Background: an optimization exercise with open tools, aiming at small area, a short achievable clock period and few clock cycles. Do not read the settings as production practice.
Where RTL was checked, it was by simulation tests only, not by an equivalence proof against the original.
For runs 1, 2 and 4 to 6, only the layout was checked, not whether the RTL still works.
No activity file was given, so power comes from the tool's default toggle rates.

### design.v
module t43dr_encoder (
    input  wire        clk,
    input  wire        rst,
    input  wire        start_valid,
    output wire        start_ready,
    input  wire [7:0]  cmd,
    input  wire [15:0] len,
    input  wire        data_valid,
    output wire        data_ready,
    input  wire [7:0]  data,
    output wire        wire_valid,
    input  wire        wire_ready,
    output wire [7:0]  wire_data,
    output reg         size_err
);
    localparam [7:0] START = 8'h02;
    localparam [7:0] END   = 8'h03;
    localparam [7:0] ESC   = 8'h1B;
    localparam [2:0] S_IDLE = 3'd0,
                     S_REJ  = 3'd1,
                     S_CMD  = 3'd2,
                     S_LENH = 3'd3,
                     S_LENL = 3'd4,
                     S_DATA = 3'd5,
                     S_CHK  = 3'd6,
                     S_END  = 3'd7;
    reg [2:0] state;
    reg [9:0] cnt;        
    reg [7:0] sum;
    reg       wv;         
    reg       ef;         
    reg [7:0] wd;
    function is_marker(input [7:0] b);
        is_marker = (b == START) || (b == END) || (b == ESC);
    endfunction
    assign wire_valid = wv;
    assign wire_data  = ef ? ESC : wd;
    wire can_load = !wv || (wire_ready && !ef);
    assign start_ready = (state == S_REJ) || ((state == S_CMD) && can_load);
    assign data_ready  = (state == S_DATA) && can_load;
    wire too_long = (|len[15:10]) || (len[9] && (|len[8:0]));
    reg       load;
    reg       stuff;
    reg [7:0] val;
    always @(*) begin
        load  = 1'b0;
        stuff = 1'b1;
        val   = 8'h00;
        case (state)
            S_IDLE: begin load = start_valid && !too_long && can_load; stuff = 1'b0; val = START; end
            S_CMD:  begin load = can_load; val = cmd; end
            S_LENH: begin load = can_load; val = {6'd0, cnt[9:8]}; end
            S_LENL: begin load = can_load; val = cnt[7:0]; end
            S_DATA: begin load = data_valid && can_load; val = data; end
            S_CHK:  begin load = can_load; val = sum; end
            S_END:  begin load = can_load; stuff = 1'b0; val = END; end
            default: ;
        endcase
    end
    always @(posedge clk) begin
        if (load) begin
            wd <= val;
        end
        case (state)
            S_CMD:  if (load) sum <= cmd;
            S_LENH, S_LENL, S_DATA: if (load) sum <= sum ^ val;
            default: ;
        endcase
        if (load) begin
            if (state == S_CMD)
                cnt <= len[9:0];
            else if (state == S_DATA)
                cnt <= cnt - 10'd1;
        end
    end
    always @(posedge clk) begin
        if (rst) begin
            state    <= S_IDLE;
            wv       <= 1'b0;
            ef       <= 1'b0;
            size_err <= 1'b0;
        end else begin
            size_err <= (state == S_REJ);
            if (load) begin
                wv <= 1'b1;
                ef <= stuff && is_marker(val);
            end else if (wv && wire_ready) begin
                if (ef)
                    ef <= 1'b0;
                else
                    wv <= 1'b0;
            end
            case (state)
                S_IDLE: if (start_valid) begin
                            if (too_long) state <= S_REJ;
                            else if (can_load) state <= S_CMD;
                        end
                S_REJ:  state <= S_IDLE;
                S_CMD:  if (load) state <= S_LENH;
                S_LENH: if (load) state <= S_LENL;
                S_LENL: if (load) state <= (cnt == 10'd0) ? S_CHK : S_DATA;
                S_DATA: if (load && cnt == 10'd1) state <= S_CHK;
                S_CHK:  if (load) state <= S_END;
                default: if (load) state <= S_IDLE;
            endcase
        end
    end
endmodule
module t43dr_decoder (
    input  wire        clk,
    input  wire        rst,
    input  wire        clear,
    input  wire        in_valid,
    output wire        in_ready,
    input  wire [7:0]  in_data,
    output reg         out_valid,
    input  wire        out_ready,
    output reg         out_last,
    output wire [7:0]  out_data,
    output wire [2:0]  out_status,
    output wire [7:0]  out_cmd,
    output wire [15:0] out_len
);
    localparam [7:0] START = 8'h02;
    localparam [7:0] END   = 8'h03;
    localparam [7:0] ESC   = 8'h1B;
    localparam [2:0] ST_OK       = 3'd0,
                     ST_CHECKSUM = 3'd2,
                     ST_SIZE     = 3'd3,
                     ST_FRAME    = 3'd4;
    localparam [2:0] WAIT_START = 3'd0,
                     READ_CMD   = 3'd1,
                     READ_LENH  = 3'd2,
                     READ_LENL  = 3'd3,
                     READ_DATA  = 3'd4,
                     READ_CHK   = 3'd5,
                     WAIT_END   = 3'd6;
    reg [2:0]  state;
    reg        esc;
    reg [7:0]  cmd_r;
    reg [9:0]  P;
    reg [9:0]  Q;
    reg [7:0]  sum;
    reg [7:0]  ev_r;
    assign out_cmd    = cmd_r;
    assign out_len    = {Q[5:0], P};
    assign out_data   = ev_r;
    assign out_status = ev_r[2:0];
    assign in_ready = !out_valid || out_ready;
    wire in_fire = in_valid && in_ready;
    wire [2:0] cur_state = clear ? WAIT_START : state;
    wire       cur_esc   = clear ? 1'b0 : esc;
    wire is_esc   = (in_data == ESC);
    wire is_start = (in_data == START);
    wire is_end   = (in_data == END);
    wire literal  = cur_esc || !(is_esc || is_start || is_end);
    wire        len_big  = (|Q[5:0]) || (P[9] && (P[8] || (|in_data)));
    wire        len_zero = (P[9:8] == 2'd0) && (in_data == 8'd0);
    wire        cnt_last = (Q == 10'd1);
    reg [2:0] n_state;
    reg       ev;
    reg       ev_last;
    reg [2:0] ev_status;
    always @(*) begin
        n_state   = cur_state;
        ev        = 1'b0;
        ev_last   = 1'b1;
        ev_status = ST_FRAME;
        if (literal) begin
            case (cur_state)
                READ_CMD:  n_state = READ_LENH;
                READ_LENH: n_state = READ_LENL;
                READ_LENL: begin
                    if (len_big) begin
                        n_state   = WAIT_START;
                        ev        = 1'b1;
                        ev_status = ST_SIZE;
                    end else if (len_zero) begin
                        n_state = READ_CHK;
                    end else begin
                        n_state = READ_DATA;
                    end
                end
                READ_DATA: begin
                    ev      = 1'b1;
                    ev_last = 1'b0;
                    if (cnt_last)
                        n_state = READ_CHK;
                end
                READ_CHK:  n_state = WAIT_END;
                WAIT_END: begin
                    n_state = WAIT_START;
                    ev      = 1'b1;
                end
                default: ;
            endcase
        end else if (is_start) begin
            n_state = READ_CMD;
        end else if (is_end) begin
            n_state = WAIT_START;
            if (cur_state == WAIT_END) begin
                ev        = 1'b1;
                ev_status = (sum == 8'h00) ? ST_OK : ST_CHECKSUM;
            end else if (cur_state != WAIT_START) begin
                ev = 1'b1;
            end
        end
    end
    always @(posedge clk) begin
        if (in_fire && literal) begin
            case (cur_state)
                READ_CMD:  begin cmd_r <= in_data; sum <= in_data; end
                READ_LENH: begin P[9:8] <= in_data[1:0]; Q[5:0] <= in_data[7:2]; sum <= sum ^ in_data; end
                READ_LENL: begin
                    P[7:0] <= in_data;
                    sum    <= sum ^ in_data;
                    if (!len_big)
                        Q <= {P[9:8], in_data};
                end
                READ_DATA: begin sum <= sum ^ in_data; Q <= Q - 10'd1; end
                READ_CHK:  sum <= sum ^ in_data;
                default: ;
            endcase
        end
        if (in_ready) begin
            out_last <= ev_last;
            ev_r     <= {in_data[7:3], ev_last ? ev_status : in_data[2:0]};
        end
    end
    always @(posedge clk) begin
        if (rst) begin
            state     <= WAIT_START;
            esc       <= 1'b0;
            out_valid <= 1'b0;
        end else begin
            if (in_fire) begin
                state     <= n_state;
                esc       <= !cur_esc && is_esc;
                out_valid <= ev;
            end else begin
                if (clear) begin
                    state <= WAIT_START;
                    esc   <= 1'b0;
                end
                if (out_ready)
                    out_valid <= 1'b0;
            end
        end
    end
endmodule
module t43dr_codec (
    input  wire        clk,
    input  wire        rst,
    input  wire        tx_start_valid,
    output wire        tx_start_ready,
    input  wire [7:0]  tx_cmd,
    input  wire [15:0] tx_len,
    input  wire        tx_data_valid,
    output wire        tx_data_ready,
    input  wire [7:0]  tx_data,
    output wire        txw_valid,
    input  wire        txw_ready,
    output wire [7:0]  txw_data,
    output wire        tx_size_err,
    input  wire        rx_clear,
    input  wire        rx_valid,
    output wire        rx_ready,
    input  wire [7:0]  rx_data,
    output wire        rxo_valid,
    input  wire        rxo_ready,
    output wire        rxo_last,
    output wire [7:0]  rxo_data,
    output wire [2:0]  rxo_status,
    output wire [7:0]  rxo_cmd,
    output wire [15:0] rxo_len
);
    t43dr_encoder u_enc (
        .clk         (clk),
        .rst         (rst),
        .start_valid (tx_start_valid),
        .start_ready (tx_start_ready),
        .cmd         (tx_cmd),
        .len         (tx_len),
        .data_valid  (tx_data_valid),
        .data_ready  (tx_data_ready),
        .data        (tx_data),
        .wire_valid  (txw_valid),
        .wire_ready  (txw_ready),
        .wire_data   (txw_data),
        .size_err    (tx_size_err)
    );
    t43dr_decoder u_dec (
        .clk        (clk),
        .rst        (rst),
        .clear      (rx_clear),
        .in_valid   (rx_valid),
        .in_ready   (rx_ready),
        .in_data    (rx_data),
        .out_valid  (rxo_valid),
        .out_ready  (rxo_ready),
        .out_last   (rxo_last),
        .out_data   (rxo_data),
        .out_status (rxo_status),
        .out_cmd    (rxo_cmd),
        .out_len    (rxo_len)
    );
endmodule
### flow/run.sh
#!/bin/bash
# Standard ORFS layout, with the port buffers made of a small, fast buffer
# instead of the default delay buffer.
set -euo pipefail
PORTBUF=${PORTBUF:-sky130_fd_sc_hd__buf_2}
bash standard.sh "BUFFER_PORTS_ARGS=-buffer_cell $PORTBUF" finish > standard.log 2>&1
### standard.sh
#!/bin/bash
# synth_recipe.tcl (not shown) runs the flow's synth.tcl, then flattens the netlist and writes it again
# the make line also repeats each setting of config.mk as NAME=value (left out here)
make -C /OpenROAD-flow-scripts/flow DESIGN_CONFIG=/design/flow/config.mk WORK_HOME=/design/flow/orfs CLKGATE_MAP_FILE= SYNTH_SCRIPT=/design/flow/synth_recipe.tcl "${@:-finish}"
### config.mk
export PLATFORM = sky130hd
export DESIGN_NAME = t43dr_codec
export DESIGN_NICKNAME = t43dr_codec
export VERILOG_FILES = /design/flow/design.v
export SDC_FILE = /design/flow/constraint.sdc
export NUM_CORES = 4
export LEC_CHECK = 0
export CAP_MARGIN = 20
export CORE_MARGIN = 2
export CORE_UTILIZATION = 40
export SLEW_MARGIN = 20
### constraint.sdc
create_clock -name core_clock -period 4.0 [get_ports {clk}]
set_input_delay 0.8000 -clock core_clock [delete_from_list [all_inputs] [get_ports {clk}]]
set_output_delay 0.8000 -clock core_clock [all_outputs]
set_load 0.01 [all_outputs]
==> results list, run 1 <==
- Vias in the first global route: 3576
- The placed instances occupy a cell area of roughly 5100 um^2.
- In this run the remaining antenna-violating nets after routing total 0.
- At the end of routability-driven placement, the weighted congestion stood at between 0.8 and 0.9.
- Number of setup buffers added after CTS: 0
- Layout area overhead: 18.5%
* Number of buffer and inverter stages on the critical path: 2
- Of the cells placed in the final design, the portion with a size suffix greater than 1 is 27.1%.
- Type of destination of the critical path: output pin
- In this run the cell area of the synthesized design comes to ~4600 um^2.
- Sequence of cells on the critical path: inv_1 > or3_1 > a21oi_1 > buf_2
- Worst slew margin: around 37%
- Total length of routed wires: 11100 um
- On the final layout, the worst clock skew is 0.00767 ns.
* Seq cells post-synth: 82
* Clock share of power: a little over two fifths
- Most common flop cell mapped by yosys: edfxtp_1
- Internal cell power: roughly 1500 uW
- In this run the count of I/O pins placed on the die edge is 98.
* Type of the worst min-delay path: reg -> reg
* Overall die area: ~12000 um^2
- The number of nets handed over by synthesis was 480.
- Dividing the detail-routed wire length by the instance count gives approximately 17 um.
* Critical path launch point type: flop
- Library cell with the largest summed area after synthesis: edfxtp_1
- EDFF count, synth: 71
* Setup-violating endpoint count in the final report: 0
* Initial drt markers: between 200 and 300
* Fill count: between 1000 and 1500
- Resize count post-CTS: 0
- Number of warning messages in the yosys log: 2
* Unrepaired setup endpoints after global routing: false
- The initial utilization of the core area, before any placement, comes to between 40% and 50%.
- Power per unit of standard cell area: 349 nW/um^2
* Cts bufs inserted: 9
- PnR worst setup slack: 1.07 ns
- Dividing the synthesized area by the synthesized cell count gives about 11 um^2.
- Post-CTS Hold Fix Bufs: 0
- Subtracting the final worst setup slack from the clock period gives 2.93 ns.
- The die is around 110 um wide.
- Number of antenna violations at the first check in global routing: 0
- The wire-length estimate of the detail-placed layout is 8180 um.
- Data on the critical path is required at its endpoint by roughly 3.2 ns.
* Hold Vio Cnt, Final: 0
- Deepest level of the CTS H-tree: 3
- Share of power burned in combinational logic: 6.3%
* Total Routing Usage GR: approximately a fifth
* Final setup TNS: 0 ns
- The worst-case IR drop observed on VDD is roughly 0.00018 V.
* Number of vias after detailed routing: between 3000 and 4000
* Buffers added on ports: 97
* Worst slack after detailed placement: roughly 0.8 ns
- Max capacitance violation total: 0
- The first global-routing pass estimated 18000 um of wire.
- Grouping stages by cell kind, the critical path spends the most delay in flip-flops.
- Timing would allow up to 341 MHz.
* Tightest Pin Transition: about 0.95 ns
* Buffer depth of the longest clock path: 2
* Clock tree from TritonCTS: done
- The tree built by TritonCTS fans out to slightly above 80 sinks.
- After detailed routing, the number of remaining DRC violations is 0.
- Summing all non-filler instances in the final layout gives an area of roughly 5400 um^2.
* Type of the setup path with the least slack: reg -> out
* Net switching power: between 400 and 500 uW
- Async S/R FF share, synth: 0%
- In this run the worst path has a maximum fanout of 25.
- Summed over all cells, the static leakage comes to between 0.0015 and 0.002 uW.
* Synthesized instance count: 427
* Root buf cell: clkbuf_16
- The synthesized design devotes to its leading area cell type between 40% and 50% of total area.
- Arrival time worst endpoint: approximately 2.1 ns
- Leading post-synthesis cells by cell area: edfxtp_1 47%, dfxtp_1 4.8%, xnor2_1 4.2%, nand2_1 3.1%, nor2_1 2.9%
- Registers are responsible for 50.1% of the overall power.
* Total Nets Final: 564
- Row cnt: 39
- The total area inside the core boundary comes to roughly 11000 um^2.
- The slowest stage of the critical path belongs to the cell dfxtp_1.
- Insertion delay of the later-clocked pin in the worst-skew pair: between 0.3 and 0.4 ns
* Final critical-path share of the clock period: 73.2%
- Height of the die: approximately 110 um
- The repair_antennas step left the layout with diodes totalling 0.
- Largest net degree at the start of global routing: 32
- Worst-path clk slew: roughly 0.06 ns
- Overflow left after global routing: 0
* Net switching fraction of the power: between 20% and 30%
* Worst path max stage delay: around 0.87 ns
* Overall power after layout: 1890 uW
- Via density per instance: ~5.5
- Count of cell types in the netlist: 66
* Detailed Routing Iterations Pass 1: 5
* Number of max-slew violations in the final report: 0
- Proportion of synthesized chip area in sequential cells: roughly half
- Status: timing/DRC/antenna clean
## logic make-up (layout without fill, tap and decap cells)
family,Yosys count,in the layout,share of synthesized area [%]
AND/OR/NAND/NOR,165,165,19.9
flip-flops,82,82,51.3
multiplexers,12,12,2.76
adder cells (fa/ha/maj),5,5,1.36
buffers and inverters,41,130,4.42
XOR/XNOR,30,30,5.73
AO/OA/AOI/OAI,92,92,14.5
## cell type report
class	instances	area (um^2)	area share, %
Sequential cell	82	2350	43.3
Timing Repair Buffer	103	531	9.76
Inverter	11	41.3	0.760
Clock inverter	6	67.6	1.24
Clock buffer	10	229	4.21
Multi-Input combinational cell	304	2030	37.4
Tap cell	143	179	3.29
## through the flow
stage | std cells | utilization [%] | hold WS [ns]
floorplan | 427 | - | 0.528
global placement | 643 | 45.4 | 0.611
detailed placement | 643 | 45.4 | 0.616
CTS | 659 | 48.0 | 0.623
global route | 659 | 48.0 | 0.675
finish | 659 | 48.0 | 0.625
## per-layer routing
layer | track usage (%) | vias to the layer above | routed length [um]
met2 | 28.8 | 123 | 5080
li1 | - | 1781 | -
met5 | 0 | - | 0
met3 | 4.59 | 18 | 678
met1 | 25.1 | 1716 | 5130
met4 | 7.74 | 0 | 222
## state kept, by name, summed over array words and instances (netlist names)
name / cells
u_dec.P: 10
u_dec.Q: 10
u_enc.cnt: 10
u_dec.cmd_r: 8
u_dec.ev_r: 8
u_dec.sum: 8
u_enc.sum: 8
u_enc.wd: 8
u_dec.state: 3
u_enc.state: 3
u_dec.esc: 1
u_dec.out_last: 1
u_dec.out_valid: 1
u_enc.ef: 1
u_enc.size_err: 1
u_enc.wv: 1
## layout by cell type (no fill, tap or decap), types with 6 or more instances in the layout
| cell type | n |
|---|---|
| xor2_1 | 8 |
| nor4_1 | 8 |
| o21ai_0 | 16 |
| nor3_1 | 9 |
| nand2_1 | 38 |
| edfxtp_1 | 71 |
| clkbuf_16 | 9 |
| mux2i_1 | 7 |
| xnor2_1 | 22 |
| a21oi_1 | 23 |
| buf_4 | 6 |
| buf_2 | 97 |
| nor2_1 | 36 |
| nand3_1 | 11 |
| dfxtp_1 | 11 |
| o211ai_1 | 8 |
| nand2b_1 | 10 |
| inv_1 | 11 |
| nor2b_1 | 8 |
## cell usage after synthesis (3+ instances only)
master	n
edfxtp_1	71
nand2_1	38
nor2_1	36
a21oi_1	23
xnor2_1	22
o21ai_0	16
buf_2	12
dfxtp_1	11
inv_1	11
nand3_1	11
nand2b_1	10
nor3_1	10
buf_4	9
clkbuf_1	9
nor2b_1	8
nor4_1	8
o211ai_1	8
xor2_1	8
mux2i_1	7
a221o_1	5
ha_1	5
mux2_2	5
nand3b_1	5
nand4_1	5
nand4b_1	5
or2_2	4
a221oi_1	3
and3_1	3
nor3b_1	3
o22ai_1	3
o31ai_1	3
or3_1	3
or4_1	3
## final timing paths
check	endpoint	slack (ns)	from	cells after the start
setup reg to reg	u_enc.cnt[8]	1.43	u_enc.state[0]	4
hold reg to reg	u_dec.state[1]	0.62	u_dec.state[1]	2
hold / removal	u_dec.state[1]	0.62	u_dec.state[1]	2
setup / recovery	tx_start_ready	1.07	u_enc.state[1]	4
## worst register-to-register path, delay by kind of cell (launching register included)
kind                   cells  cell delay, ns
AO/OA/AOI/OAI              3            1.26
buffers and inverters      1            0.34
flip-flops                 1            0.61
## power groups by stage
stage	Clock (uW)	Sequential, uW	Combinational (uW)
2_1_floorplan	0	959	67.5
3_3_place_gp	0	966	117
3_5_place_dp	0	967	119
4_1_cts	848	948	119
5_1_grt	878	950	131
6_report	826	949	119
==> run 2, diff against run 1 <==
==> flow/run.sh (replaced) <==
#!/bin/bash
# Standard ORFS layout, with the port buffers made of a small, fast buffer
# instead of the default delay buffer.
set -euo pipefail
PORTBUF=${PORTBUF:-sky130_fd_sc_hd__buf_1}
bash standard.sh "BUFFER_PORTS_ARGS=-buffer_cell $PORTBUF" finish > standard.log 2>&1
==> results list, run 2 <==
* Status: timing/DRC/antenna clean
* Clock tree from TritonCTS: done
* Root buf cell: clkbuf_16
* Maximum resistive drop on vdd: 0.000221 V
* Overall power after layout: ~2000 uW
- The worst hold path passes through 2 cells.
- Prior to clock tree synthesis, the placed netlist has a worst setup slack of between 0.7 and 0.8 ns.
- Initial Util: between 40 and 50%
- Capture instance of the worst register-to-register path: u_enc.cnt[7]
- Synthesized instance count: roughly 430
- Insertion delay of the later-clocked pin in the worst-skew pair: 0.34 ns
* Vias in the first global route: 3384
- In this run the register-to-register setup slack is 1.44 ns.
- Buffers inserted to repair hold after CTS numbered 0.
- Setup-violating endpoint count in the final report: 0
- The top cell types in the final layout, fill and taps aside, are 97 x buf_1, 71 x edfxtp_1, 38 x nand2_1.
* Library cell with the largest summed area after synthesis: edfxtp_1
* Buffer depth of the longest clock path: 2
- Total length of routed wires: 11000 um
- Layout Cell Area excl Fill: ~5400 um^2
- Count of cell types in the netlist: 66
- Fmax: approximately 350 MHz
- The HPWL after detailed placement is ~8100 um.
- For this design the static power due to leakage is 0.00172 uW.
* Final critical-path share of the clock period: 72.3%
- The worst path in the final design needs a cycle of ~2.9 ns, including I/O delays and setup.
- Drt wl/cell: about 17 um
- Number of max-slew violations in the final report: 0
* EDFF count, synth: just over 70
- The clock tree synthesis step divided the H-tree into 3 levels.
- The repair_antennas step left the layout with diodes totalling 0.
* Hold EP: u_dec.state[1]
- Leading post-synthesis cells by cell area: edfxtp_1 47%, dfxtp_1 4.8%, xnor2_1 4.2%, nand2_1 3.1%, nor2_1 2.9%
* Worst reg2reg startpoint: u_enc.state[0]
- After synthesis, the share of flip-flops with an asynchronous set or reset is 0%.
* Fraction of final layout cells with drive strength greater than 1: approximately 8.5%
* Num Clock Sinks: 82
- Buffers added on ports: between 90 and 100
- Detailed Routing Iterations Pass 1: 4
* Syn Std Cell Area: approximately 4600 um^2
* Number of vias after detailed routing: between 3000 and 4000
- Weighted congestion at the end of routability-driven global placement: 0.873
- Proportion of synthesized chip area in sequential cells: 51.3%
- Ranking of synthesized cells by instance count: 71 x edfxtp_1, 38 x nand2_1, 36 x nor2_1
- Post-synth net total: 480
- The number of antenna violations at the first check in global routing came to 0.
* Resize count post-CTS: 0
- Layout area overhead: 17.2%
- Height of the die: between 100 and 150 um
* Most common flop cell mapped by yosys: edfxtp_1
- The tool flagged a number of max-cap violations equal to 0.
- Boundary pin count: between 90 and 100
* Type of the setup path with the least slack: in -> reg
- Final setup TNS: 0 ns
* Number of warning messages in the yosys log: 2
- The worst register-to-register path has a depth of 5.
* Worst-path clk slew: roughly 0.070 ns
- Along the worst path, the maximum fanout reaches 8.
- After detailed routing, the number of vias per cell comes to 5.47.
- The region available for standard cell placement spans roughly 11000 um^2.
- Unrepaired setup endpoints after global routing: false
* Power per unit of standard cell area: about 380 nW/um^2
* Initial drt markers: 310
* Tightest Pin Transition: between 1 and 1.5 ns
- Largest net degree at the start of global routing: 32
- The number of setup buffers added after CTS is 0.
* Row cnt: 39
- DP Area: 5020 um^2
- The worst hold path begins at u_dec.state[1].
* Total Nets Final: approximately 560
* Cts bufs inserted: 9
- After synthesis the netlist holds a flip-flop and latch count of 82.
- Dominant cell by count in the synthesized netlist: edfxtp_1
- Between clock sinks in the finished design, the worst skew comes to roughly 0.0050 ns.
- Syn avg cell area: about 11 um^2
- In the global route stage, overall resource usage came out at a little under a fifth.
* Top Registers: u_dec.P: 10 flops, u_dec.Q: 10 flops, u_enc.cnt: 10 flops
- Once routing completed, OpenROAD measured the worst setup slack at 1.11 ns.
- Fraction of synthesized cell area taken by the top area cell type: a little under half
* Antenna Nets Post-Route: 0
* Wire length of the first global-routing pass: between 15000 and 20000 um
- The worst hold path belongs to the class reg -> reg.
- Arrival time worst endpoint: 2.86 ns
- Type of destination of the critical path: flop
* Overflow left after global routing: 0
- Overall die area: about 12000 um^2
* Required time worst endpoint: 3.97 ns
- Hold Vio Cnt, Final: 0
* Critical path launch point type: primary input
* Width of the die: 111 um
- Worst hold slack across all endpoints: just over 0.6 ns
- Leaving out fill and tap cells, the most frequent cell in the layout is buf_1.
- DRC Markers: 0
* Worst slew margin: between 20% and 30%
-- run 2: cell counts after synthesis --
No cell type changed its count.
-- run 2: worst max path at each step --
stage | end | cells after the start | slack, ns | start
after floorplan | u_dec.cmd_r[0] | 5 | 0.97 | rx_data[0]
after global placement | u_enc.cnt[9] | 6 | 0.83 | tx_len[5]
after detailed placement | u_dec.Q[5] | 5 | 0.78 | rx_data[3]
after CTS | u_enc.cnt[0] | 6 | 1.14 | tx_len[5]
after global routing | u_dec.Q[2] | 5 | 0.94 | rx_data[3]
final | u_dec.Q[0] | 5 | 1.11 | rx_data[3]
-- run 2: critical path: stages --
cell       delay [ns]
buf_1            0.33
nor2_1           0.19
o2111ai_2        0.44
nand3_1          0.37
nor3_1           0.73
-- run 2: power breakdown --
group	internal [uW]	switching, uW
sequential	934	14.3
clock	625	366
combinational	42.7	68.1
-- run 2: per-stage QoR --
stage          instances  util, %
3_3_place_gp         643     44.3
2_1_floorplan        427        -
4_1_cts              659     47.5
6_report             659     47.5
5_1_grt              659     47.5
3_5_place_dp         643     44.3
-- run 2: layout make-up --
cell class	instances	area, um^2
repair buffers	103	409
flip-flops and latches	82	2350
fillers	1106	5950
well taps	143	179
clock inverters	7	133
clock buffers	9	225
inverters	11	41.3
multi-input cells	304	2030
-- run 2: layer usage --
layer,global-route usage (%),vias up,wire length (um)
met2,27.4,125,4980
li1,-,1774,-
met3,4.05,19,739
met5,0,-,0
met4,7.08,0,188
met1,25.4,1689,5140
-- run 2: cell families (layout without fill, tap and decap cells) --
logic type,count (synthesis),after routing,synth area share (%)
XOR/XNOR,30,30,5.73
AO/OA/AOI/OAI,92,92,14.5
buffers and inverters,41,130,4.42
multiplexers,12,12,2.76
AND/OR/NAND/NOR,165,165,19.9
adder cells (fa/ha/maj),5,5,1.36
flip-flops,82,82,51.3
==> run 3, diff against run 2 <==
--- a/design.v
+++ b/design.v
@@ -138,12 +138,12 @@
     reg [2:0]  state;
     reg        esc;
     reg [7:0]  cmd_r;
-    reg [9:0]  P;
-    reg [9:0]  Q;
+    reg [15:0] len_r;
+    reg [9:0]  cnt;
     reg [7:0]  sum;
     reg [7:0]  ev_r;
     assign out_cmd    = cmd_r;
-    assign out_len    = {Q[5:0], P};
+    assign out_len    = len_r;
     assign out_data   = ev_r;
     assign out_status = ev_r[2:0];
     assign in_ready = !out_valid || out_ready;
@@ -154,9 +154,11 @@
     wire is_start = (in_data == START);
     wire is_end   = (in_data == END);
     wire literal  = cur_esc || !(is_esc || is_start || is_end);
-    wire        len_big  = (|Q[5:0]) || (P[9] && (P[8] || (|in_data)));
-    wire        len_zero = (P[9:8] == 2'd0) && (in_data == 8'd0);
-    wire        cnt_last = (Q == 10'd1);
+    wire [15:0] len_in   = {len_r[15:8], in_data};
+    wire        len_big  = (|len_r[15:10]) || (len_r[9] && (|in_data));
+    wire        len_zero = (len_r[9:8] == 2'd0) && (in_data == 8'd0);
+    wire [9:0]  cnt_inc  = cnt + 10'd1;
+    wire        cnt_last = (cnt_inc == len_r[9:0]);
     reg [2:0] n_state;
     reg       ev;
     reg       ev_last;
@@ -210,14 +212,9 @@
         if (in_fire && literal) begin
             case (cur_state)
                 READ_CMD:  begin cmd_r <= in_data; sum <= in_data; end
-                READ_LENH: begin P[9:8] <= in_data[1:0]; Q[5:0] <= in_data[7:2]; sum <= sum ^ in_data; end
-                READ_LENL: begin
-                    P[7:0] <= in_data;
-                    sum    <= sum ^ in_data;
-                    if (!len_big)
-                        Q <= {P[9:8], in_data};
-                end
-                READ_DATA: begin sum <= sum ^ in_data; Q <= Q - 10'd1; end
+                READ_LENH: begin len_r[15:8] <= in_data; sum <= sum ^ in_data; end
+                READ_LENL: begin len_r[7:0] <= in_data; sum <= sum ^ in_data; cnt <= 10'd0; end
+                READ_DATA: begin sum <= sum ^ in_data; cnt <= cnt_inc; end
                 READ_CHK:  sum <= sum ^ in_data;
                 default: ;
             endcase
==> run.sh (new file) <==
#!/bin/bash
# synth_recipe.tcl (not shown) runs the flow's synth.tcl, then flattens the netlist and writes it again
# the make line also repeats each setting of config.mk as NAME=value (left out here)
make -C /OpenROAD-flow-scripts/flow DESIGN_CONFIG=/design/flow/config.mk WORK_HOME=/design/flow/orfs CLKGATE_MAP_FILE= SYNTH_SCRIPT=/design/flow/synth_recipe.tcl finish
removed: flow/run.sh
removed: standard.sh
==> results list, run 3 <==
- The run finished with no timing, DRC or antenna violations.
- At the pin with the least slew margin, the transition time is 1.01 ns.
- Row cnt: 39
* Layout area overhead: 31.3%
- Number of vias after detailed routing: 3659
- Root buf cell: clkbuf_16
- In the routed design, unresolved DRC markers number 0.
- Overflow left after global routing: 0
* Unrepaired setup endpoints after global routing: false
- The commonest cells after synthesis are 77 x edfxtp_1, 51 x nor2_1, 48 x nand2_1.
- After detailed placement, the design holds a cell count of 668.
* Dominant cell by count in the synthesized netlist: edfxtp_1
* Main combinational cell family by area after synthesis: simple AND/OR/NAND/NOR gates
* Net switching fraction of the power: 20.9%
- Worst-path clk slew: about 0.060 ns
* Final setup TNS: 0 ns
- Number of flip-flops in the largest register: 16
* Total Routing Usage GR: between 10% and 20%
* Seq pwr share: around half
* Overall power after layout: 1970 uW
- The library cells used most frequently in the layout, excluding fill and tap cells, are 97 x clkdlybuf4s50_1, 77 x edfxtp_1, 51 x nor2_1.
- In the final routed layout, each cell accounts on average for approximately 17 um.
- Worst slew margin: between 30% and 40%
- The first global-routing pass estimated roughly 18000 um of wire.
- In the final design database the tool counted a little under 600 nets.
- Adder-cell share of the synthesized area: less than 1%
* Vias in the first global route: around 3400
* Number of setup buffers added after CTS: 0
- At the later pin of the worst-skew pair, clock insertion delay measures 0.34 ns.
- The die covers around 12000 um^2.
- Weighted congestion at the end of routability-driven global placement: ~0.86
* Maximum resistive drop on vdd: a little under 0.0002 V
* Net switching power: 411 uW
- Non-filler cells in the finished layout: just under 700
- Library cell with the largest summed area after synthesis: edfxtp_1
- Each instance of the synthesized netlist takes up on average between 10 and 15 um^2.
- In this run the static leakage power is between 0.002 and 0.0025 uW.
* Critical path launch point type: primary input
- Of the total power, the clock network draws 42.4%.
- Height of the die: about 110 um
* Detailed Routing Iterations Pass 1: 5
- Top Registers: u_dec.len_r: 16 flops, u_dec.cnt: 10 flops, u_enc.cnt: 10 flops
- Setup violations remaining at the end of the flow were counted as 0.
- Most common flop cell mapped by yosys: edfxtp_1
* Fraction of synthesized cell area taken by the top area cell type: 50.2%
- The number of clock buffers added by TritonCTS is 9.
* Num Clock Sinks: 88
- Buffers inserted to repair hold after CTS numbered 0.
- After floorplanning, the core was sized to cover roughly 11000 um^2.
- Arrival time worst endpoint: around 2.3 ns
* Layout Cell Area excl Fill: 6040 um^2
* Total length of routed wires: 11500 um
- The share of total power dissipated in combinational logic is under 10%.
- Number of warning messages in the yosys log: 2
* Detail Placement HPWL: 8550 um
- Synthesis produced a netlist with a net count of around 500.
- Power per unit of standard cell area: 326 nW/um^2
- Yosys mapped a number of flops with a built-in enable equal to 77.
- Synthesis inferred 88 register bits.
- Synthesized-area fraction occupied by ao, oa, aoi and oai cells: a little over a tenth
* Width of the die: between 100 and 150 um
* Most common cell after layout, fill and taps aside: clkdlybuf4s50_1
- Internal cell power: approximately 1600 uW
- Multiplexer share of the synthesized area: between 2 and 2.5%
* Synthesized instance count: 437
- Clock tree from TritonCTS: done
- Fraction of synthesized cell area in xor and xnor cells: between 8 and 9%
- Antenna Nets Post-Route: 0
* Type of the worst min-delay path: reg -> reg
- In this design, the critical path's most frequently occurring cell is nand2_1.
* Initial drt markers: about 280
- Number of antenna violations at the first check in global routing: 0
- In the synthesized netlist the async set-or-reset flop fraction comes to 0%.
* Number of antenna cells inserted: 0
- Hold Vio Cnt, Final: 0
- Required time worst endpoint: 3.20 ns
- The largest individual stage delay along the critical path comes from the cell clkdlybuf4s50_1.
- In this run, post-CTS repair resized a total of 0 instances.
- Proportion of synthesized chip area in sequential cells: approximately 55%
- Leading post-synthesis cells by cell area: edfxtp_1 50%, xnor2_1 7.2%, dfxtp_1 4.8%, nor2_1 4.2%, nand2_1 3.9%
- Largest delay share family, worst path: buffers and inverters
* Syn Std Cell Area: roughly 4600 um^2
* Worst Path Max Fanout: 6
- The worst setup path is of the in -> out kind.
- Of the available clock period, the critical path in the final layout requires between 70% and 80%.
- Max capacitance violation total: 0
- Boundary pin count: 98
- On the final layout, the worst clock skew is slightly below 0.006 ns.
- Synth Area in Simple Gates: about a fifth
* Fmax: roughly 320 MHz
* Fraction of final layout cells with drive strength greater than 1: 7.21%
- DP Area: ~5700 um^2
- Number of max-slew violations in the final report: 0
* Utilization after layout: 53.4%
- Together, buffers and inverters on the worst path number 2.
- The routed design could run at a clock period as short as roughly 3.1 ns.
* Deepest level of the CTS H-tree: 3
- Count of cell types in the netlist: 54
- Via density per instance: between 5 and 6
- On the worst path, the slowest cell contributes a delay of 0.54 ns.
* Largest register by flop count: u_dec.len_r
- Largest net degree at the start of global routing: 27
- The longest clock path from root to sink contains 2 buffers.
- Buffers added on ports: a little under 100
- Sequence of cells on the critical path: clkdlybuf4s50_1 > nand2b_1 > nand2_1 > nand2_1 > nand2_1 > clkdlybuf4s50_1
* Initial Util: 40.6%
* Type of destination of the critical path: output pin
-- run 3: cell types whose count changed after synthesis, moves of 4 or more --
cell / before / now
xnor2_1: 22 / 38
nor2_1: 36 / 51
buf_2: 12 / 1
nand2_1: 38 / 48
clkbuf_1: 9 / 16
nor4_1: 8 / 15
buf_4: 9 / 3
edfxtp_1: 71 / 77
a221o_1: 5 / 0
a211oi_1: 2 / 6
a31oi_1: 1 / 5
mux2_2: 5 / 1
nand4_1: 5 / 1
nand4b_1: 5 / 1
-- run 3: worst paths after layout --
path	from	endpoint	slack [ns]	depth (start not counted)
min	u_dec.esc	u_dec.esc	0.53	2
max reg2reg	u_dec.state[1]	u_dec.cnt[2]	1.56	3
min reg2reg	u_dec.esc	u_dec.esc	0.53	2
max	txw_ready	tx_start_ready	0.90	6
-- run 3: area by class of cell --
| class | count | area (um^2) |
|---|---|---|
| timing repair buffer | 108 | 1050 |
| tap | 143 | 179 |
| fill | 1054 | 5280 |
| clock buffer | 12 | 236 |
| multi-input combinational | 316 | 1940 |
| sequential | 88 | 2530 |
| inverter | 13 | 48.8 |
| clock inverter | 4 | 53.8 |
-- run 3: power groups by stage --
stage,combinational [uW],clock [uW],sequential [uW]
6_report,130,836,1000
5_1_grt,140,893,1000
3_3_place_gp,128,0,1020
2_1_floorplan,44.2,0,1030
4_1_cts,130,851,1000
3_5_place_dp,129,0,1020
-- run 3: per-stage QoR --
step                setup WS, ns  hold slack, ns
finish                     0.896           0.533
global route               0.751           0.581
CTS                        0.890           0.536
detailed placement         0.616           0.527
global placement           0.716           0.523
floorplan                  0.923           0.492
-- run 3: logic make-up after synthesis --
group | Yosys count
simple gates | 180
flops | 88
compound gates | 78
xor+xnor | 45
buf+inv | 33
mux | 10
fa+ha+maj | 3
-- run 3: metal layers --
metal | global-route usage (%) | vias up | wire, um
li1 | - | 1787 | -
met1 | 27.9 | 1743 | 5720
met2 | 27.7 | 116 | 5040
met3 | 2.90 | 13 | 545
met4 | 6.75 | 0 | 167
met5 | 0 | - | 0
-- run 3: worst min-delay path: stages (launching register included) --
cell and delay (ns):
dfxtp_1 0.30, nand2b_1 0.10, a211oi_1 0.08
Testbench counts of run 3, summed over its fixed seeds: cycles 75,661.
==> run 4, diff against run 3 <==
--- a/design.v
+++ b/design.v
@@ -35,9 +35,11 @@
     endfunction
     assign wire_valid = wv;
     assign wire_data  = ef ? ESC : wd;
-    wire can_load = !wv || (wire_ready && !ef);
-    assign start_ready = (state == S_REJ) || ((state == S_CMD) && can_load);
-    assign data_ready  = (state == S_DATA) && can_load;
+    wire can_load = wire_ready && !ef;
+    reg hdr_rdy;
+    reg dat_rdy;
+    assign start_ready = wire_ready && hdr_rdy;
+    assign data_ready  = wire_ready && dat_rdy;
     wire too_long = (|len[15:10]) || (len[9] && (|len[8:0]));
     reg       load;
     reg       stuff;
@@ -48,6 +50,7 @@
         val   = 8'h00;
         case (state)
             S_IDLE: begin load = start_valid && !too_long && can_load; stuff = 1'b0; val = START; end
+            S_REJ:  ;
             S_CMD:  begin load = can_load; val = cmd; end
             S_LENH: begin load = can_load; val = {6'd0, cnt[9:8]}; end
             S_LENL: begin load = can_load; val = cnt[7:0]; end
@@ -73,6 +76,33 @@
                 cnt <= cnt - 10'd1;
         end
     end
+    reg [2:0] n_state;
+    always @(*) begin
+        n_state = state;
+        case (state)
+            S_IDLE: if (start_valid) begin
+                        if (too_long) n_state = S_REJ;
+                        else if (can_load) n_state = S_CMD;
+                    end
+            S_REJ:  if (wire_ready) n_state = S_IDLE;
+            S_CMD:  if (load) n_state = S_LENH;
+            S_LENH: if (load) n_state = S_LENL;
+            S_LENL: if (load) n_state = (cnt == 10'd0) ? S_CHK : S_DATA;
+            S_DATA: if (load && cnt == 10'd1) n_state = S_CHK;
+            S_CHK:  if (load) n_state = S_END;
+            default: if (load) n_state = S_IDLE;
+        endcase
+    end
+    wire n_ef = load ? (stuff && is_marker(val)) : (ef && !wire_ready);
+    always @(posedge clk) begin
+        if (rst) begin
+            hdr_rdy <= 1'b0;
+            dat_rdy <= 1'b0;
+        end else begin
+            hdr_rdy <= (n_state == S_CMD) || (n_state == S_REJ);
+            dat_rdy <= (n_state == S_DATA) && !n_ef;
+        end
+    end
     always @(posedge clk) begin
         if (rst) begin
             state    <= S_IDLE;
@@ -80,29 +110,13 @@
             ef       <= 1'b0;
             size_err <= 1'b0;
         end else begin
-            size_err <= (state == S_REJ);
-            if (load) begin
+            size_err <= (state == S_REJ) && wire_ready;
+            ef <= n_ef;
+            if (load)
                 wv <= 1'b1;
-                ef <= stuff && is_marker(val);
-            end else if (wv && wire_ready) begin
-                if (ef)
-                    ef <= 1'b0;
-                else
-                    wv <= 1'b0;
-            end
-            case (state)
-                S_IDLE: if (start_valid) begin
-                            if (too_long) state <= S_REJ;
-                            else if (can_load) state <= S_CMD;
-                        end
-                S_REJ:  state <= S_IDLE;
-                S_CMD:  if (load) state <= S_LENH;
-                S_LENH: if (load) state <= S_LENL;
-                S_LENL: if (load) state <= (cnt == 10'd0) ? S_CHK : S_DATA;
-                S_DATA: if (load && cnt == 10'd1) state <= S_CHK;
-                S_CHK:  if (load) state <= S_END;
-                default: if (load) state <= S_IDLE;
-            endcase
+            else if (wire_ready && !ef)
+                wv <= 1'b0;
+            state <= n_state;
         end
     end
 endmodule
@@ -138,27 +152,25 @@
     reg [2:0]  state;
     reg        esc;
     reg [7:0]  cmd_r;
-    reg [15:0] len_r;
-    reg [9:0]  cnt;
+    reg [9:0]  P;
+    reg [9:0]  Q;
     reg [7:0]  sum;
     reg [7:0]  ev_r;
     assign out_cmd    = cmd_r;
-    assign out_len    = len_r;
+    assign out_len    = {Q[5:0], P};
     assign out_data   = ev_r;
     assign out_status = ev_r[2:0];
-    assign in_ready = !out_valid || out_ready;
-    wire in_fire = in_valid && in_ready;
+    assign in_ready = out_ready;
+    wire in_fire = in_valid && out_ready;
     wire [2:0] cur_state = clear ? WAIT_START : state;
     wire       cur_esc   = clear ? 1'b0 : esc;
     wire is_esc   = (in_data == ESC);
     wire is_start = (in_data == START);
     wire is_end   = (in_data == END);
     wire literal  = cur_esc || !(is_esc || is_start || is_end);
-    wire [15:0] len_in   = {len_r[15:8], in_data};
-    wire        len_big  = (|len_r[15:10]) || (len_r[9] && (|in_data));
-    wire        len_zero = (len_r[9:8] == 2'd0) && (in_data == 8'd0);
-    wire [9:0]  cnt_inc  = cnt + 10'd1;
-    wire        cnt_last = (cnt_inc == len_r[9:0]);
+    wire        len_big  = (|Q[5:0]) || (P[9] && (P[8] || (|in_data)));
+    wire        len_zero = (P[9:8] == 2'd0) && (in_data == 8'd0);
+    wire        cnt_last = (Q == 10'd1);
     reg [2:0] n_state;
     reg       ev;
     reg       ev_last;
@@ -212,14 +224,19 @@
         if (in_fire && literal) begin
             case (cur_state)
                 READ_CMD:  begin cmd_r <= in_data; sum <= in_data; end
-                READ_LENH: begin len_r[15:8] <= in_data; sum <= sum ^ in_data; end
-                READ_LENL: begin len_r[7:0] <= in_data; sum <= sum ^ in_data; cnt <= 10'd0; end
-                READ_DATA: begin sum <= sum ^ in_data; cnt <= cnt_inc; end
+                READ_LENH: begin P[9:8] <= in_data[1:0]; Q[5:0] <= in_data[7:2]; sum <= sum ^ in_data; end
+                READ_LENL: begin
+                    P[7:0] <= in_data;
+                    sum    <= sum ^ in_data;
+                    if (!len_big)
+                        Q <= {P[9:8], in_data};
+                end
+                READ_DATA: begin sum <= sum ^ in_data; Q <= Q - 10'd1; end
                 READ_CHK:  sum <= sum ^ in_data;
                 default: ;
             endcase
         end
-        if (in_ready) begin
+        if (out_ready) begin
             out_last <= ev_last;
             ev_r     <= {in_data[7:3], ev_last ? ev_status : in_data[2:0]};
         end
@@ -230,17 +247,14 @@
             esc       <= 1'b0;
             out_valid <= 1'b0;
         end else begin
+            if (out_ready)
+                out_valid <= in_valid && ev;
             if (in_fire) begin
-                state     <= n_state;
-                esc       <= !cur_esc && is_esc;
-                out_valid <= ev;
-            end else begin
-                if (clear) begin
-                    state <= WAIT_START;
-                    esc   <= 1'b0;
-                end
-                if (out_ready)
-                    out_valid <= 1'b0;
+                state <= n_state;
+                esc   <= !cur_esc && is_esc;
+            end else if (clear) begin
+                state <= WAIT_START;
+                esc   <= 1'b0;
             end
         end
     end
==> flow/run.sh (new file) <==
#!/bin/bash
# Standard ORFS layout, with the port buffers made of a small, fast buffer
# instead of the default delay buffer.
set -euo pipefail
PORTBUF=${PORTBUF:-sky130_fd_sc_hd__buf_2}
bash standard.sh "BUFFER_PORTS_ARGS=-buffer_cell $PORTBUF" finish > standard.log 2>&1
==> standard.sh (new file) <==
#!/bin/bash
# synth_recipe.tcl (not shown) runs the flow's synth.tcl, then flattens the netlist and writes it again
# the make line also repeats each setting of config.mk as NAME=value (left out here)
make -C /OpenROAD-flow-scripts/flow DESIGN_CONFIG=/design/flow/config.mk WORK_HOME=/design/flow/orfs CLKGATE_MAP_FILE= SYNTH_SCRIPT=/design/flow/synth_recipe.tcl "${@:-finish}"
--- a/config.mk
+++ b/config.mk
@@ -5,7 +5,9 @@
 export SDC_FILE = /design/flow/constraint.sdc
 export NUM_CORES = 4
 export LEC_CHECK = 0
+export ABC_CLOCK_PERIOD_IN_PS = 1800
 export CAP_MARGIN = 20
 export CORE_MARGIN = 2
 export CORE_UTILIZATION = 40
+export SETUP_SLACK_MARGIN = 2.0
 export SLEW_MARGIN = 20
removed: run.sh
==> results list, run 4 <==
* Status: timing/DRC/antenna clean
- The largest individual stage delay along the critical path comes from the cell or4_4.
- Fraction of synthesized cell area taken by the top area cell type: between 40% and 50%
- Number of buffer and inverter stages on the critical path: 2
- Type of the worst min-delay path: reg -> reg
- Counting flops with a built-in enable in the synthesized netlist gives 71.
- The critical path goes through buf_6 > or4_4 > o31ai_4 > a31oi_4 > a21oi_4 > buf_6.
- In this run the static leakage power is around 0.0024 uW.
- Final worst clock skew: around 0.0066 ns
- On the final layout, the worst hold slack is 0.457 ns.
- The post-route netlist has between 40% and 50% of its cells at a drive strength greater than 1.
* Total length of routed wires: roughly 13000 um
- STA classifies the critical path endpoint as a flop.
- Summed over all failing endpoints, the final setup total negative slack is 0 ns.
- Capture instance of the worst register-to-register path: u_enc.cnt[9]
- Detailed Routing Iterations Pass 1: 4
* Vias in the first global route: between 3000 and 4000
- Worst-path clk slew: 0.06 ns
- Fill count: slightly below 1000
- CORE AREA: between 10000 and 15000 um^2
- For this run, the leading register cell type out of synthesis is edfxtp_1.
- By instance count, the cell type seen most on the critical path is buf_6.
- The area growth from synthesis to layout is 36.6%.
* Hold Vio Cnt, Final: 0
* Largest delay share family, worst path: compound AO/OA/AOI/OAI gates
- Share of power burned in combinational logic: slightly below 8%
- Of all cell types, the one taking the most synthesized area is edfxtp_1.
- Tightest Pin Transition: roughly 0.66 ns
* Non-filler cells in the finished layout: just over 700
- The largest single stage delay on the critical path is 0.53 ns.
- The count of buffers added on input and output ports is 97.
- Net switching power: between 400 and 500 uW
* Ranking of synthesized cells by instance count: 71 x edfxtp_1, 35 x nor2_1, 34 x nand2_1
- Number of antenna cells inserted: 0
* Row cnt: 39
* Setup-violating endpoint count in the final report: 0
- Net switching fraction of the power: approximately a fifth
- Of all nets on the critical path, the largest fanout is 5.
* Seq cells post-synth: 84
- Total Nets Final: between 600 and 700
* Number of vias after detailed routing: between 3000 and 4000
- Number of antenna violations at the first check in global routing: 0
* Fmax: roughly 450 MHz
- Total Routing Usage GR: 19.9%
* Antenna Nets Post-Route: 0
* Cts bufs inserted: 9
- Deepest level of the CTS H-tree: 3
- Final critical-path share of the clock period: around 55%
- Tracing the worst setup path back leads to its startpoint at tx_len[3].
* Largest net degree at the start of global routing: 28
- Root buf cell: clkbuf_16
* Post-synth net total: slightly below 500
- Count of cell types in the netlist: 68
* Levels on crit path: 6
* Initial drt markers: around 180
* Clock tree from TritonCTS: done
- DP Area: 5380 um^2
- Most used cells in the layout excluding fill and tap cells: 86 x buf_2, 71 x edfxtp_1, 42 x buf_4
- The largest registers in the layout are u_dec.P: 10 flops, u_dec.Q: 10 flops, u_enc.cnt: 10 flops.
- Seq pwr share: 48.8%
- The number of placed instances, taps included, is 653.
- Cells fill between 50% and 60% of the core in the end.
- Height of the die: 112 um
* Buffer depth of the longest clock path: 2
- Measured in cells, the most critical reg-to-reg path has a length of 6.
- Overflow left after global routing: 0
* Syn Std Cell Area: roughly 4700 um^2
- In this run the power density over the cells is 309 nW/um^2.
* Worst slew margin: between 50% and 60%
- Proportion of synthesized chip area in sequential cells: between 50% and 60%
- STA classifies the critical path startpoint as a primary input.
* Most common cell after layout, fill and taps aside: buf_2
* Initial Util: between 40% and 50%
* Clock share of power: roughly 43%
* Worst reg2reg startpoint: u_enc.cnt[1]
- For flop-to-flop paths, the worst setup slack is 1.87 ns.
* Type of the setup path with the least slack: in -> reg
- A synthesized cell averages between 10 and 15 um^2.
- By area the synthesized netlist is led by edfxtp_1 46%, dfxtp_1 5.6%, xnor2_1 4.7%, nor2_1 2.8%, a21oi_1 2.8%.
- Synthesis produced roughly 440 cells.
- The clock period could shrink to 2.21 ns.
- The number of hold buffers added after CTS was 0.
- The die is between 100 and 150 um wide.
- Unrepaired setup endpoints after global routing: true
- After detailed routing, the average wire length per cell comes to around 17 um.
* Weighted congestion at the end of routability-driven global placement: about 0.83
* Maximum resistive drop on vdd: roughly 0.00022 V
- Internal power comes to between 1500 and 2000 uW.
* Overall die area: 12600 um^2
- Data on the critical path is required at its endpoint by 4.05 ns.
- Max capacitance violation total: 0
- The clock reaches the later pin of the worst-skew pair after 0.33 ns.
* Dominant cell by count in the synthesized netlist: edfxtp_1
* Via density per instance: 5.52
- Num Clock Sinks: 84
* Boundary pin count: a little under 100
* Capturing instance or port of the critical path: u_enc.sum[6]
* DRC Markers: 0
* Number of max-slew violations in the final report: 0
- Of all flip-flops after synthesis, the portion carrying an async set or reset was 0%.
- STA puts the critical path data arrival time at around 2.3 ns.
* Wire length of the first global-routing pass: roughly 20000 um
* Layout Cell Area excl Fill: ~6400 um^2
- The HPWL after detailed placement is slightly below 9000 um.
- Number of warning messages in the yosys log: 2
-- run 4: changes by cell type after synthesis, moves of 4 or more --
| cell | before | now |
|---|---|---|
| nor2_1 | 51 | 35 |
| buf_4 | 3 | 10 |
| a22oi_1 | 0 | 4 |
| nand2_1 | 48 | 34 |
| nor4_1 | 15 | 7 |
| xnor2_1 | 38 | 25 |
| buf_2 | 1 | 8 |
| clkbuf_1 | 16 | 11 |
| o22ai_1 | 5 | 1 |
| a221o_1 | 0 | 4 |
| o21ai_0 | 13 | 26 |
| or3_1 | 4 | 0 |
| nor2b_1 | 6 | 11 |
| edfxtp_1 | 77 | 71 |
-- run 4: power by group through the flow --
stage	registers [uW]	logic, uW	clock network, uW
2_1_floorplan	979	70.7	0
3_3_place_gp	984	118	0
3_5_place_dp	984	120	0
4_1_cts	964	144	873
5_1_grt	965	166	916
6_report	964	154	857
-- run 4: kinds of logic after synthesis --
| kind of cell | after synthesis | share of synthesized area, % |
|---|---|---|
| DFF | 84 | 51.1 |
| buffers and inverters | 46 | 4.86 |
| muxes | 9 | 2.00 |
| xor gates and xnor gates | 33 | 6.17 |
| and+or+nand+nor | 158 | 18.3 |
| adders and majority gates | 5 | 1.34 |
| AOI/OAI and AO/OA | 108 | 16.2 |
-- run 4: routing by layer --
layer	up-vias	global-route usage, %	routed length, um
met5	-	0	0
li1	1905	-	-
met3	21	3.83	737
met4	0	6.75	244
met2	149	34.7	6370
met1	1894	24.8	5200
-- run 4: cell type report --
class	instances	area (um^2)	area share, %
sequential	84	2410	37.6
clock buffer	9	225	3.52
clock inverter	6	80.1	1.25
timing repair buffer	149	1020	16.0
inverter	15	62.6	0.978
tap	143	179	2.80
multi-input combinational	313	2420	37.9
-- run 4: worst min-delay path, stage by stage (launching register included) --
cell,delay (ns)
dfxtp_1,0.31
nand2_1,0.05
a21oi_1,0.05
-- run 4: timing repair --
action / 4_1_cts / 5_1_grt
pin swaps: 18 / 16
cloned: 0 / 0
resized for setup: 53 / 30
hold endpoints to repair: 0 / 0
setup buffers: 32 / 19
setup endpoints to repair: 103 / 81
-- run 4: per-stage QoR --
step / power (uW) / setup slack [ns]
after floorplan: 1050 / 1.60
after global placement: 1100 / 1.33
after detailed placement: 1100 / 1.29
after CTS: 1980 / 1.81
after global routing: 2050 / 1.76
final: 1980 / 1.79
-- run 4: worst min-delay path by stage --
stage,to,depth (start not counted),from
floorplan,u_enc.wv,2,u_enc.wv
global placement,u_enc.wv,2,u_enc.wv
detailed placement,u_enc.wv,2,u_enc.wv
CTS,u_enc.wv,2,u_enc.wv
global route,u_enc.wv,2,u_enc.wv
finish,u_enc.wv,2,u_enc.wv
==> run 5, diff against run 4 <==
--- a/config.mk
+++ b/config.mk
@@ -5,7 +5,6 @@
 export SDC_FILE = /design/flow/constraint.sdc
 export NUM_CORES = 4
 export LEC_CHECK = 0
-export ABC_CLOCK_PERIOD_IN_PS = 1800
 export CAP_MARGIN = 20
 export CORE_MARGIN = 2
 export CORE_UTILIZATION = 40
==> results list, run 5 <==
- For this block, the initial DRC count from the detailed router was about 180.
- The worst setup path is launched from a primary input.
* Final Critical Period: ~2.2 ns
* DP Area: between 5000 and 6000 um^2
- After synthesis, the largest area contributor takes up between 40% and 50% of total cell area.
* Tightest Pin Transition: around 0.66 ns
- Final setup TNS: 0 ns
- For the worst-skew pair, the clock arrives at the later sink with an insertion delay of between 0.3 and 0.4 ns.
* Detail Placement HPWL: 8770 um
- PnR worst setup slack: between 1.5 and 2 ns
* Final critical-path share of the clock period: between 50% and 60%
- Static timing analysis puts the maximum clock frequency at ~450 MHz.
- For this design the ratio of total power to cell area is about 300 nW/um^2.
- Initial Util: between 40% and 50%
- Number of antenna cells inserted: 0
- The area growth from synthesis to layout is 36.6%.
* Overflow left after global routing: 0
* Root buf cell: clkbuf_16
* Maximum resistive drop on vdd: approximately 0.00022 V
- 98 I/O pins were placed.
* Area of the multi-input gates: around 2400 um^2
- In the post-synthesis netlist, the biggest area contributors are edfxtp_1 46%, dfxtp_1 5.6%, xnor2_1 4.7%, nor2_1 2.8%, a21oi_1 2.8%.
- The min-delay analysis places its worst path in the category reg -> reg.
- Most used cells in the layout excluding fill and tap cells: 86 x buf_2, 71 x edfxtp_1, 42 x buf_4
- Summed over all layers, the routed wires come to approximately 13000 um.
* Arrival time worst endpoint: around 2.3 ns
- Num Clock Sinks: 84
* Cts bufs inserted: 9
- Leakage power: approximately 0.0024 uW
* Async S/R FF share, synth: 0%
* DRC Markers: 0
- CORE AREA: approximately 11000 um^2
- The largest registers in the layout are u_dec.P: 10 flops, u_dec.Q: 10 flops, u_enc.cnt: 10 flops.
* Unrepaired setup endpoints after global routing: true
- Clock-pin slew was measured on the worst setup and hold paths at around 0.060 ns.
- Counting along the longest clock path gives a buffer depth of 2.
* Type of the setup path with the least slack: in -> reg
- Overall die area: around 13000 um^2
- FF+latch area: 2410 um^2
- Across all layers, the routed design uses about 4000 vias.
- After detailed routing, the average wire length per cell comes to between 15 and 20 um.
- Deepest level of the CTS H-tree: 3
- EDFF count, synth: ~70
- Via density per instance: 5.52
* Final worst clock skew: ~0.0066 ns
* Clock tree from TritonCTS: done
- Global routing used between 10% and 20% of the available tracks.
* Layout Cell Area excl Fill: 6400 um^2
- Worst Path Max Fanout: 5
- Ranking of synthesized cells by instance count: 71 x edfxtp_1, 35 x nor2_1, 34 x nand2_1
- For this run, the leading register cell type out of synthesis is edfxtp_1.
- Detailed Routing Iterations Pass 1: 4
- Yosys mapped the design onto 68 distinct sky130hd cell types.
- The number of antenna violations at the first check in global routing is 0.
* Worst slew margin: about 55%
* Hold Vio Cnt, Final: 0
- Sequential cells were found to cover roughly half of the synthesized design area.
* Required time worst endpoint: between 4 and 5 ns
- The floorplan has 39 rows.
- Of all cell types, the one taking the most synthesized area is edfxtp_1.
* Number of max-slew violations in the final report: 0
- Port buffering added 97 buffers.
* Height of the die: roughly 110 um
* Fill count: 984
- Setup violations remaining at the end of the flow were counted as 0.
- The die is roughly 110 um wide.
- Fraction of final layout cells with drive strength greater than 1: roughly 40%
- Entering global routing, the biggest net connects 28 pins.
* Syn Std Cell Area: about 4700 um^2
* Total Nets Final: 625
- Utilization after layout: between 50 and 60%
- Once detail routing completed, the nets flagged for antenna violations numbered 0.
- Synthesis produced a netlist with a net count of between 400 and 500.
- Weighted congestion at the end of routability-driven global placement: 0.828
- Counting flops and latches in the post-synthesis netlist gives 84.
- Most common cell after layout, fill and taps aside: buf_2
- Syn avg cell area: 10.6 um^2
- In the post-synthesis netlist, the cell with the most instances is edfxtp_1.
* Vias in the first global route: between 3000 and 4000
- Worst slack after detailed placement: 1.29 ns
- Status: timing/DRC/antenna clean
- STA classifies the critical path endpoint as a flop.
- Number of warning messages in the yosys log: 2
- Counting every instance in the synthesized netlist gives roughly 440.
* Wire length of the first global-routing pass: 20200 um
* Max capacitance violation total: 0
==> run 5: cell counts in the layout (fill, tap and decap cells not counted) <==
No cell type changed its count.
==> run 5: worst max-delay path, stage by stage <==
cell	delay (ns)
buf_6	0.09
or4_4	0.53
o31ai_4	0.32
a31oi_4	0.19
a21oi_4	0.18
buf_6	0.14
==> run 5: cell families (layout without fill, tap and decap cells) <==
group	Yosys count	in the layout	synth area share, %
and+or+nand+nor	158	158	18.3
AOI/OAI and AO/OA	108	108	16.2
DFF	84	84	51.1
buffers and inverters	46	179	4.86
xor gates and xnor gates	33	33	6.17
muxes	9	9	2.00
adders and majority gates	5	5	1.34
==> run 5: final timing paths <==
path                 from            to  slack, ns  cells after the start
max             tx_len[3]  u_enc.sum[6]       1.79                      6
min              u_enc.wv      u_enc.wv       0.46                      2
max reg2reg  u_enc.cnt[1]  u_enc.cnt[9]       1.87                      6
min reg2reg      u_enc.wv      u_enc.wv       0.46                      2
==> run 5: layout make-up <==
cell class,instances,share of cell area (%)
Clock buffer,9,3.52
Clock inverter,6,1.25
Inverter,15,0.978
Multi-Input combinational cell,313,37.9
Sequential cell,84,37.6
Tap cell,143,2.80
Timing Repair Buffer,149,16.0
==> run 5: per-layer routing <==
layer	part of all wire [%]	up-vias	global-route usage, %
li1	-	1905	-
met1	41	1894	24.8
met2	51	149	34.7
met3	5.9	21	3.83
met4	1.9	0	6.75
met5	0	-	0
==> run 5: stage by stage <==
step | power [uW] | cells | hold WS, ns
5_1_grt | 2050 | 719 | 0.496
4_1_cts | 1980 | 700 | 0.459
6_report | 1980 | 719 | 0.457
2_1_floorplan | 1050 | 443 | 0.476
3_5_place_dp | 1100 | 653 | 0.451
3_3_place_gp | 1100 | 653 | 0.449
==> run 5: timing repair <==
action / in CTS / in global routing
endpoints found under the setup margin: 103 / 81
buffers inserted: 32 / 19
resized for setup: 53 / 30
pin swaps: 18 / 16
hold buffers: 0 / 0
==> run 5: power by group <==
group          switching [uW]  leakage [uW]  total (uW)  internal, uW
logic                    77.8       0.00146         154          76.3
clock network             319      0.000146         857           538
registers                11.1      0.000752         964           953
==> run 6, diff against run 5 <==
--- a/design.v
+++ b/design.v
@@ -41,6 +41,8 @@
     assign start_ready = wire_ready && hdr_rdy;
     assign data_ready  = wire_ready && dat_rdy;
     wire too_long = (|len[15:10]) || (len[9] && (|len[8:0]));
+    reg  hdr_seen;
+    reg  hdr_long;
     reg       load;
     reg       stuff;
     reg [7:0] val;
@@ -49,7 +51,7 @@
         stuff = 1'b1;
         val   = 8'h00;
         case (state)
-            S_IDLE: begin load = start_valid && !too_long && can_load; stuff = 1'b0; val = START; end
+            S_IDLE: begin load = hdr_seen && !hdr_long && can_load; stuff = 1'b0; val = START; end
             S_REJ:  ;
             S_CMD:  begin load = can_load; val = cmd; end
             S_LENH: begin load = can_load; val = {6'd0, cnt[9:8]}; end
@@ -80,8 +82,8 @@
     always @(*) begin
         n_state = state;
         case (state)
-            S_IDLE: if (start_valid) begin
-                        if (too_long) n_state = S_REJ;
+            S_IDLE: if (hdr_seen) begin
+                        if (hdr_long) n_state = S_REJ;
                         else if (can_load) n_state = S_CMD;
                     end
             S_REJ:  if (wire_ready) n_state = S_IDLE;
@@ -95,10 +97,13 @@
     end
     wire n_ef = load ? (stuff && is_marker(val)) : (ef && !wire_ready);
     always @(posedge clk) begin
+        hdr_long <= too_long;
         if (rst) begin
-            hdr_rdy <= 1'b0;
-            dat_rdy <= 1'b0;
+            hdr_rdy  <= 1'b0;
+            dat_rdy  <= 1'b0;
+            hdr_seen <= 1'b0;
         end else begin
+            hdr_seen <= start_valid && !start_ready;
             hdr_rdy <= (n_state == S_CMD) || (n_state == S_REJ);
             dat_rdy <= (n_state == S_DATA) && !n_ef;
         end
@@ -221,20 +226,20 @@
         end
     end
     always @(posedge clk) begin
+        if (state == READ_CMD)
+            cmd_r <= in_data;
+        if (state == READ_LENH) begin
+            P[9:8] <= in_data[1:0];
+            Q      <= {4'd0, in_data[7:2]};
+        end
+        if (state == READ_LENL)
+            P[7:0] <= in_data;
         if (in_fire && literal) begin
-            case (cur_state)
-                READ_CMD:  begin cmd_r <= in_data; sum <= in_data; end
-                READ_LENH: begin P[9:8] <= in_data[1:0]; Q[5:0] <= in_data[7:2]; sum <= sum ^ in_data; end
-                READ_LENL: begin
-                    P[7:0] <= in_data;
-                    sum    <= sum ^ in_data;
-                    if (!len_big)
-                        Q <= {P[9:8], in_data};
-                end
-                READ_DATA: begin sum <= sum ^ in_data; Q <= Q - 10'd1; end
-                READ_CHK:  sum <= sum ^ in_data;
-                default: ;
-            endcase
+            sum <= (cur_state == READ_CMD) ? in_data : sum ^ in_data;
+            if (cur_state == READ_LENL && !len_big)
+                Q <= {P[9:8], in_data};
+            if (cur_state == READ_DATA)
+                Q <= Q - 10'd1;
         end
         if (out_ready) begin
             out_last <= ev_last;
--- a/config.mk
+++ b/config.mk
@@ -8,5 +8,4 @@
 export CAP_MARGIN = 20
 export CORE_MARGIN = 2
 export CORE_UTILIZATION = 40
-export SETUP_SLACK_MARGIN = 2.0
 export SLEW_MARGIN = 20
==> results list, run 6 <==
* Via density per instance: 5.45
- STA classifies the critical path startpoint as a primary input.
- Hold Vio Cnt, Final: 0
- Clock latency on the worst-skew pair, taken at its later pin, is around 0.34 ns.
* Top Registers: u_dec.P: 10 flops, u_dec.Q: 10 flops, u_enc.cnt: 10 flops
- The worst setup path is captured at a flop.
- Dominant cell by count in the synthesized netlist: edfxtp_1
- Worst Path Max Fanout: 13
- Initial Util: between 40% and 50%
- Number of max-slew violations in the final report: 0
- After clock tree synthesis, the clock-pin slew on the worst setup and hold paths is roughly 0.060 ns.
- The first routing iteration left roughly 270 violations.
- Post-CTS Hold Fix Bufs: 0
- Register-to-register path setup slack: between 1 and 1.5 ns
* Drt wl/cell: 17.1 um
- Height of the die: ~110 um
* Seq cells post-synth: 86
- For this run, asynchronously set or reset flops after synthesis account for 0%.
- The analysis attributes to cell leakage a power of 0.00212 uW.
* Total Nets Final: 590
- Max capacitance violation total: 0
- Number of setup buffers added after CTS: 0
- Overall power after layout: ~2200 uW
- Ranking of synthesized cells by instance count: 61 x edfxtp_1, 45 x nand2_1, 27 x o21ai_0
- Clock tree from TritonCTS: done
- CTS saw 86 sinks.
- The smallest clock period supported by the final layout is computed as approximately 2.8 ns.
- Synthesized instance count: roughly 450
- edfxtp_1 takes more of the synthesized area than any other cell.
* Proportion of synthesized chip area in sequential cells: 49.2%
- Unrepaired setup endpoints after global routing: false
* Worst slew margin: 32.7%
* Buffers added on ports: 97
- Width of the die: roughly 110 um
- The number of antenna violations at the first check in global routing is 0.
- Resize count post-CTS: 0
- Syn Std Cell Area: around 4700 um^2
- Pin placement for this block handled just under 100 I/O pins.
* Maximum resistive drop on vdd: 0.000167 V
- The total overflow left after global routing is 0.
- Number of warning messages in the yosys log: 2
- The most used flip-flop cell after synthesis is edfxtp_1.
- Data arrives at the worst endpoint at slightly above 3 ns.
- CORE AREA: around 11000 um^2
- The number of clock buffers added by TritonCTS is 9.
* Number of vias after detailed routing: 3728
- After detailed routing, the total wire length is ~12000 um.
- Entering global routing, the biggest net connects 30 pins.
- The number of different library cells used by synthesis comes to 74.
- Fraction of final layout cells with drive strength greater than 1: between 20% and 30%
* Antenna Nets Post-Route: 0
- Wire length of the first global-routing pass: roughly 19000 um
* Fmax: around 360 MHz
- Averaged over all synthesized cells, the footprint is approximately 10 um^2.
- In this run the number of H-tree levels came out at 3.
- For the pin with the worst max-slew slack, the measured transition is 1.01 ns.
- Layout area overhead: 17.8%
- The cell sitting at the root of the clock tree is a clkbuf_16.
* Vias in the first global route: around 3600
* FF+latch area: 2330 um^2
- For this run, design rule violations remaining after detail routing come to 0.
- The run finished with no timing, DRC or antenna violations.
- Leading post-synthesis cells by cell area: edfxtp_1 39%, dfxtp_1 11%, xnor2_1 4.4%, mux2i_1 4.0%, nand2_1 3.6%
- Detail Placement HPWL: 8620 um
* Final setup TNS: 0 ns
- Leaving out fill and tap cells, the most frequent cells in the layout are 97 x buf_2, 61 x edfxtp_1, 45 x nand2_1.
- Fraction of synthesized cell area taken by the top area cell type: just under 40%
* Final critical-path share of the clock period: between 70 and 80%
- In this run the power density over the cells is ~390 nW/um^2.
* Required time worst endpoint: around 4.2 ns
* Setup-violating endpoint count in the final report: 0
- Fill count: about 1100
* Total Routing Usage GR: between 10% and 20%
- EDFF count, synth: between 60 and 70
* Overall die area: 12700 um^2
* Weighted congestion at the end of routability-driven global placement: ~0.86
* Post-synth net total: roughly 500
* Area of the multi-input gates: around 2200 um^2
* Detailed Routing Iterations Pass 1: 5
- The path class of the tightest hold or removal check is reg -> reg.
* Buffer depth of the longest clock path: 2
- Final worst clock skew: approximately 0.0066 ns
- The setup path with the least slack is of type in -> reg.
* Row cnt: 39
* Most common cell after layout, fill and taps aside: buf_2
- The repair_antennas step left the layout with diodes totalling 0.
==> run 6: worst paths after layout <==
check,start,endpoint,depth (start not counted)
max reg2reg,u_enc.state[1],u_enc.hdr_rdy,6
min reg2reg,u_enc.wv,u_enc.wv,2
min,u_enc.wv,u_enc.wv,2
max,rx_data[6],u_dec.state[0],7
==> run 6: routing by layer <==
layer / track usage [%] / up-vias / wire (um)
li1: - / 1850 / -
met1: 27.9 / 1754 / 5770
met2: 26.8 / 109 / 5030
met3: 3.43 / 15 / 700
met4: 6.34 / 0 / 176
met5: 0 / - / 0
==> run 6: worst max-delay path: stages <==
cell	delay, ns
buf_2	0.18
nor4_1	0.57
o2111ai_1	0.43
nand2_1	0.24
inv_1	0.27
and3_1	0.24
a2111oi_0	0.31
==> run 6: report_power, final <==
group | switching (uW) | internal (uW) | total [uW]
sequential | 30.6 | 984 | 1010
clock | 366 | 556 | 922
combinational | 140 | 103 | 244
total | 537 | 1640 | 2180
==> run 6: cells by family (layout without fill, tap and decap cells) <==
| family | count (synthesis) | count (layout) | synth area share (%) |
|---|---|---|---|
| AO/OA/AOI/OAI | 102 | 102 | 14.8 |
| buffers and inverters | 44 | 131 | 5.07 |
| AND/OR/NAND/NOR | 167 | 167 | 19.6 |
| XOR/XNOR | 27 | 27 | 4.99 |
| multiplexers | 22 | 22 | 4.73 |
| flip-flops | 86 | 86 | 49.2 |
| adder cells (fa/ha/maj) | 6 | 6 | 1.58 |
==> run 6: area by class of cell <==
class / count / share of cell area (%)
clock buffer: 9 / 4.03
sequential: 86 / 41.8
timing repair buffer: 102 / 9.37
inverter: 13 / 0.874
clock inverter: 7 / 1.86
tap: 143 / 3.20
multi-input combinational: 324 / 38.9
==> run 6: stage by stage <==
step / std cells / utilization (%) / hold slack, ns / setup slack [ns] / instance area, um^2
3_5_place_dp: 668 / 45.8 / 0.516 / 0.921 / 5250
2_1_floorplan: 454 / - / 0.467 / 1.27 / 4740
6_report: 684 / 48.7 / 0.508 / 1.19 / 5580
5_1_grt: 684 / 48.7 / 0.550 / 0.817 / 5580
4_1_cts: 684 / 48.7 / 0.530 / 1.27 / 5580
3_3_place_gp: 668 / 45.8 / 0.493 / 1.04 / 5250
